Background: an optimization exercise with open tools, aiming at small area, a short achievable clock period and few clock cycles per item. Do not read the settings as production practice. In this exercise RTL edits were held to simulation tests only and were not proved equivalent to the original.

run 1:
==> flow/design.v (excerpt) <==
module polyval_acc (
    input  wire         clk,
    input  wire         rst,
    input  wire         in_valid,
    output wire         in_ready,
    input  wire [1:0]   in_op,
    input  wire [127:0] in_data,
    output reg          done,
    output reg          err,
    output wire [127:0] result
);
    localparam [1:0] OP_SEED = 2'd0;
    localparam [1:0] OP_CLR  = 2'd1;
    function [127:0] mulx;
        input [127:0] a;
        begin
            mulx = {1'b0, a[127:1]} ^ (a[0] ? {8'he1, 120'd0} : 128'd0);
        end
    endfunction
    function [127:0] rev128;
        input [127:0] a;
        integer i;
        begin
            for (i = 0; i < 128; i = i + 1) rev128[i] = a[127 - i];
        end
    endfunction
    function [14:0] clmul8;
        input [7:0] a, b;
        integer i;
        begin
            clmul8 = 15'd0;
            for (i = 0; i < 8; i = i + 1)
                if (a[i]) clmul8 = clmul8 ^ ({7'd0, b} << i);
        end
    endfunction
    function [23:0] kx16;
        input [15:0] a;
        begin
            kx16 = {(a[7:0] ^ a[15:8]), (a[15:8]), (a[7:0])};
        end
    endfunction
    function [30:0] kmul16;
        input [23:0] a, b;
        reg [14:0] l, h, m;
        begin
            l = clmul8(a[7:0], b[7:0]);
            h = clmul8(a[15:8], b[15:8]);
            m = clmul8(a[23:16], b[23:16]) ^ l ^ h;
            kmul16 = {16'd0, l} ^ ({16'd0, m} << 8) ^ ({16'd0, h} << 16);
        end
    endfunction
    function [71:0] kx32;
        input [31:0] a;
        begin
            kx32 = {kx16(a[15:0] ^ a[31:16]), kx16(a[31:16]), kx16(a[15:0])};
        end
    endfunction
    function [62:0] kmul32;
        input [71:0] a, b;
        reg [30:0] l, h, m;
        begin
            l = kmul16(a[23:0], b[23:0]);
            h = kmul16(a[47:24], b[47:24]);
            m = kmul16(a[71:48], b[71:48]) ^ l ^ h;
  ...
Size in the first run: about 7400 cells after synthesis, about 620 flip-flops.
Settings: LEC_CHECK=0, CAP_MARGIN=20, CORE_MARGIN=2, CORE_UTILIZATION=40, SETUP_SLACK_MARGIN=2.0, SLEW_MARGIN=20; clock period 5.0 ns.
run.sh (not shown) runs the stock make flow with config.mk's settings and CLKGATE_MAP_FILE= SYNTH_SCRIPT=/design/flow/synth_recipe.tcl, a recipe that flattens the netlist after the stock synthesis.
Testbench counts of run 1, summed over its fixed seeds: cycles 8,680, commands 1,888.
#### Input delta (run 2 over run 1)
- CORE_UTILIZATION changed from 40 to 60
--- outcome ---
Run 2: no failed stages, no open violations at the end. Run 2: initial core utilization higher than run 1. Of run 1 and run 2, the run reporting the higher horizontal die dimension was run 1.


polyval_acc, a different RTL version from the one above (not shown whole).
Size: roughly 9,900 cells after synthesis, about 450 flip-flops, about 260 I/O pins, about 81,000 µm² of cells after synthesis.
==> flow/config.mk <==
export PLATFORM = sky130hd
export DESIGN_NAME = polyval_acc
export DESIGN_NICKNAME = polyval_acc
export VERILOG_FILES = /design/flow/design.v
export SDC_FILE = /design/flow/constraint.sdc
export NUM_CORES = 4
export LEC_CHECK = 0
export CAP_MARGIN = 20
export CORE_MARGIN = 2
export CORE_UTILIZATION = 60
export SETUP_SLACK_MARGIN = 1.0
export SLEW_MARGIN = 20
==> flow/constraint.sdc <==
create_clock -name core_clock -period 5.0 [get_ports {clk}]
set_input_delay 1.0000 -clock core_clock [delete_from_list [all_inputs] [get_ports {clk}]]
set_output_delay 1.0000 -clock core_clock [all_outputs]
set_load 0.01 [all_outputs]
The starting point died in global routing.
Testbench counts at the start, summed over its fixed seeds: cycles 3,688, commands 1,888.
Then changed:
Settings changed: CORE_UTILIZATION 60 to 45.
Result:
- This time the run finished with timing, DRC and antenna clean
- synthesized area is unchanged
- synthesized cell count stays the same


oak:
polyval_acc, a different RTL version from the one above (not shown whole).
For scale: roughly 7,400 cells after synthesis, ~620 flip-flops, ~260 I/O pins, ~0.061 mm2 of cells after synthesis.
clock: 5.0 ns
lec_check: 0
cap_margin: 10
core_margin: 2
core_utilization: 65
setup_slack_margin: 2.2
slew_margin: 10
oak has completed all stages; timing, DRC and antenna checks passed.
Testbench counts of oak, summed over its fixed seeds: cycles 8,680, commands 1,888.
Setup changes, oak to pine
- SETUP_SLACK_MARGIN now 2.0, was 2.2
- ABC_CLOCK_PERIOD_IN_PS now 3000, previously not set
--- outcome ---
Result for oak and pine: all clean. Iteration-0 DRC count of the detailed router of pine falls short of that of oak by a few percent. Compared with oak, pine shows via count that has gone down by a few percent. Diff pine..oak | number of different library cells in the post-synthesis netlist | unchanged. Changes observed in pine relative to oak: fraction of area in clock buffers and inverters moved up; maximum frequency shows an increase of about 3.6%. oak leaves less setup margin than pine. Going from oak to pine, diode insertion count for antenna repair fell by 7; post-layout minimum cycle time lost 110 ps. Average wire per standard cell of pine falls short of that of oak by a few percent. pine vs oak — synthesis-to-layout area growth dropped 6.0 points.
Changes in birch relative to pine:
- ABC_CLOCK_PERIOD_IN_PS no longer set, was 3000
- CORE_UTILIZATION now 60, was 65
- SLEW_MARGIN now 20, was 10
- CAP_MARGIN now 20, was 10
Notes after the runs:
- From pine to birch the numbers moved as follows: number of maximum-capacitance constraint violations neither gained nor lost much, post-route standard cell area excluding fillers picked up an extra 0.0011 mm2, maximum frequency lost 2.3 MHz, worst path buffer plus inverter count lost 1, part of the cycle the worst path needs picked up an extra 0.46 points.
- Share of the final layout cell area in sequential cells: birch lower than pine
What maple does differently from birch at the input level:
- changing SLEW_MARGIN from 20 to 10
- changing CORE_UTILIZATION from 60 to 65
- changing CAP_MARGIN from 20 to 10
- Of the two candidates, birch has the worse minimum setup slack after placement and maple the better one.
- In the metrics for birch and maple, the one carrying the lower wire length of the first global-routing pass is maple.
- [diff] half-perimeter wire length after placement, maple relative to birch: improvement
- Non-clock buffer count of maple falls short of that of birch by a little under 10%.


## v6
The RTL this note starts from:
==> flow/design.v <==
module polyval_acc (
    input  wire         clk,
    input  wire         rst,
    input  wire         in_valid,
    output wire         in_ready,
    input  wire [1:0]   in_op,
    input  wire [127:0] in_data,
    output reg          done,
    output reg          err,
    output wire [127:0] result
);
    localparam [1:0] OP_SEED = 2'd0;
    localparam [1:0] OP_CLR  = 2'd1;
    function [127:0] mulx;
        input [127:0] a;
        begin
            mulx = {1'b0, a[127:1]} ^ (a[0] ? {8'he1, 120'd0} : 128'd0);
        end
    endfunction
    function [127:0] rev128;
        input [127:0] a;
        integer i;
        begin
            for (i = 0; i < 128; i = i + 1) rev128[i] = a[127 - i];
        end
    endfunction
    function [14:0] clmul8;
        input [7:0] a, b;
        integer i;
        begin
            clmul8 = 15'd0;
            for (i = 0; i < 8; i = i + 1)
                if (a[i]) clmul8 = clmul8 ^ ({7'd0, b} << i);
        end
    endfunction
    function [30:0] clmul16;
        input [15:0] a, b;
        reg [14:0] l, h, m;
        begin
            l = clmul8(a[7:0], b[7:0]);
            h = clmul8(a[15:8], b[15:8]);
            m = clmul8(a[7:0] ^ a[15:8], b[7:0] ^ b[15:8]) ^ l ^ h;
            clmul16 = {16'd0, l} ^ ({16'd0, m} << 8) ^ ({16'd0, h} << 16);
        end
    endfunction
    function [62:0] clmul32;
        input [31:0] a, b;
        reg [30:0] l, h, m;
        begin
            l = clmul16(a[15:0], b[15:0]);
            h = clmul16(a[31:16], b[31:16]);
            m = clmul16(a[15:0] ^ a[31:16], b[15:0] ^ b[31:16]) ^ l ^ h;
            clmul32 = {32'd0, l} ^ ({32'd0, m} << 16) ^ ({32'd0, h} << 32);
        end
    endfunction
    function [127:0] step;
        input [127:0] z;
        input [31:0] d;
        input [127:0] h;
        reg [159:0] u;
        reg [31:0] t;
        begin
            u = {z, 32'd0}
                ^ {97'd0, clmul32(d, h[31:0])}
                ^ {65'd0, clmul32(d, h[63:32]), 32'd0}
                ^ {33'd0, clmul32(d, h[95:64]), 64'd0}
                ^ {1'd0, clmul32(d, h[127:96]), 96'd0}
                ;
            t = u[159:128];
            step = u[127:0] ^ {96'd0, t} ^ {95'd0, t, 1'b0} ^ {94'd0, t, 2'b0} ^ {89'd0, t, 7'b0};
        end
    endfunction
    reg [127:0] acc;      
    reg [127:0] hp;       
    reg [127:0] xs;       
    reg         seeded;   
    reg         busy;     
    reg [1:0]   cnt;      
    wire         accept  = in_valid && in_ready;
    wire [127:0] len_blk = {in_data[124:64], 3'b000, in_data[60:0], 3'b000};
    wire [127:0] fold_in = in_op[0] ? len_blk : in_data;
    wire [127:0] prod    = rev128(step(rev128(acc), xs[127:96], hp));
    assign in_ready = !busy;
    assign result   = acc;
    always @(posedge clk) begin
        if (rst) begin
            acc    <= 128'd0;
            seeded <= 1'b0;
            busy   <= 1'b0;
            cnt    <= 2'd0;
            done   <= 1'b0;
            err    <= 1'b0;
        end else begin
            done <= 1'b0;
            err  <= 1'b0;
            if (busy) begin
                acc <= prod;
                xs  <= {xs[95:0], 32'd0};
                cnt <= cnt + 2'd1;
                if (cnt == 2'd3) begin
                    busy <= 1'b0;
                    cnt  <= 2'd0;
                    done <= 1'b1;
                end
            end else if (accept) begin
                case (in_op)
                    OP_SEED: begin
                        hp     <= rev128(mulx(in_data));
                        seeded <= 1'b1;
                        done   <= 1'b1;
                    end
                    OP_CLR: begin
                        acc  <= 128'd0;
                        done <= 1'b1;
                    end
                    default: begin
                        if (seeded) begin
                            xs   <= rev128(acc ^ fold_in);
                            acc  <= 128'd0;
                            busy <= 1'b1;
                        end else begin
                            done <= 1'b1;
                            err  <= 1'b1;
                        end
                    end
                endcase
            end
        end
    end
endmodule
make LEC_CHECK=0 CAP_MARGIN=20 CORE_MARGIN=2 CORE_UTILIZATION=40 SETUP_SLACK_MARGIN=1.5 SLEW_MARGIN=20 finish   # period 5.0 ns
v6: PASS, flow complete, no timing, DRC or antenna violations
Testbench counts of v6, summed over its fixed seeds: cycles 8,680, commands 1,888.
The inputs of v7 differ from those of v6 as listed below.
- clearing SETUP_SLACK_MARGIN, which used to be 1.5
--- outcome ---
v7: full flow OK, the timing, design-rule and antenna checks passed. Compared with v6, in v7 via count of the first global-routing pass went down; worst path arrival time went up; total length of routed met3 wires went down; multi-input logic area went down. Looking at clock-buffer cell count, v7 sits above v6. v6 -> v7: number of different library cells in the post-synthesis netlist delta 0, exact match. Summary: with v6 as the reference, number of fill cells in the layout in v7 moved up by a few percent. Count of placed standard cells including taps across v6 and v7: no real change.

[static timing again, ports no longer ideal]
The flow's constraints put no driver on any port. The routed layouts listed below were extracted and timed again, unchanged, in two steps. Step 1: set_driving_cell puts a clkbuf_16 on clk and a buf_2 on each other input, an assumption about the parent block. Step 2 adds t to the input delays and takes it off the output delays; t is the mean of the earliest and latest rising clock arrival at the registers after step 1. Input paths then give back, and output paths get back, about the clock's delay inside the block. Three values: no drivers, after step 1, after step 2; two values: the first two.
run	t, ns	setup slack, ns	hold WS [ns]	clock arrival spread, ns	cell pins on the clock port's net
run 1	0.794	1.821 / 1.742 / 1.274	0.496 / 0.495 / 0.496	0.041 / 0.042	1
run 2	0.762	1.879 / 1.791 / 1.280	0.504 / 0.504 / 0.504	0.032 / 0.032	1
the second run of note 2	0.734	0.097 / 0.097 / -0.534	0.497 / 0.497 / 0.497	0.035 / 0.035	1
oak	0.741	1.742 / 1.662 / 1.253	0.451 / 0.451 / 0.451	0.036 / 0.036	1
pine	0.736	1.856 / 1.777 / 1.419	0.443 / 0.443 / 0.443	0.034 / 0.034	1
birch	0.752	1.833 / 1.754 / 1.336	0.429 / 0.429 / 0.429	0.033 / 0.033	1
maple	0.736	1.856 / 1.777 / 1.419	0.443 / 0.443 / 0.443	0.034 / 0.034	1
v6	0.804	1.406 / 1.406 / 1.406	0.504 / 0.504 / 0.504	0.047 / 0.048	1
v7	0.758	0.233 / 0.233 / 0.233	0.492 / 0.492 / 0.492	0.038 / 0.039	1
Met with ideal ports but missed after step 2: setup timing in the second run of note 2. The setup slack of the second run of note 2, which loses most, moves by 0.000 ns with the drivers and by -0.631 ns with both steps.
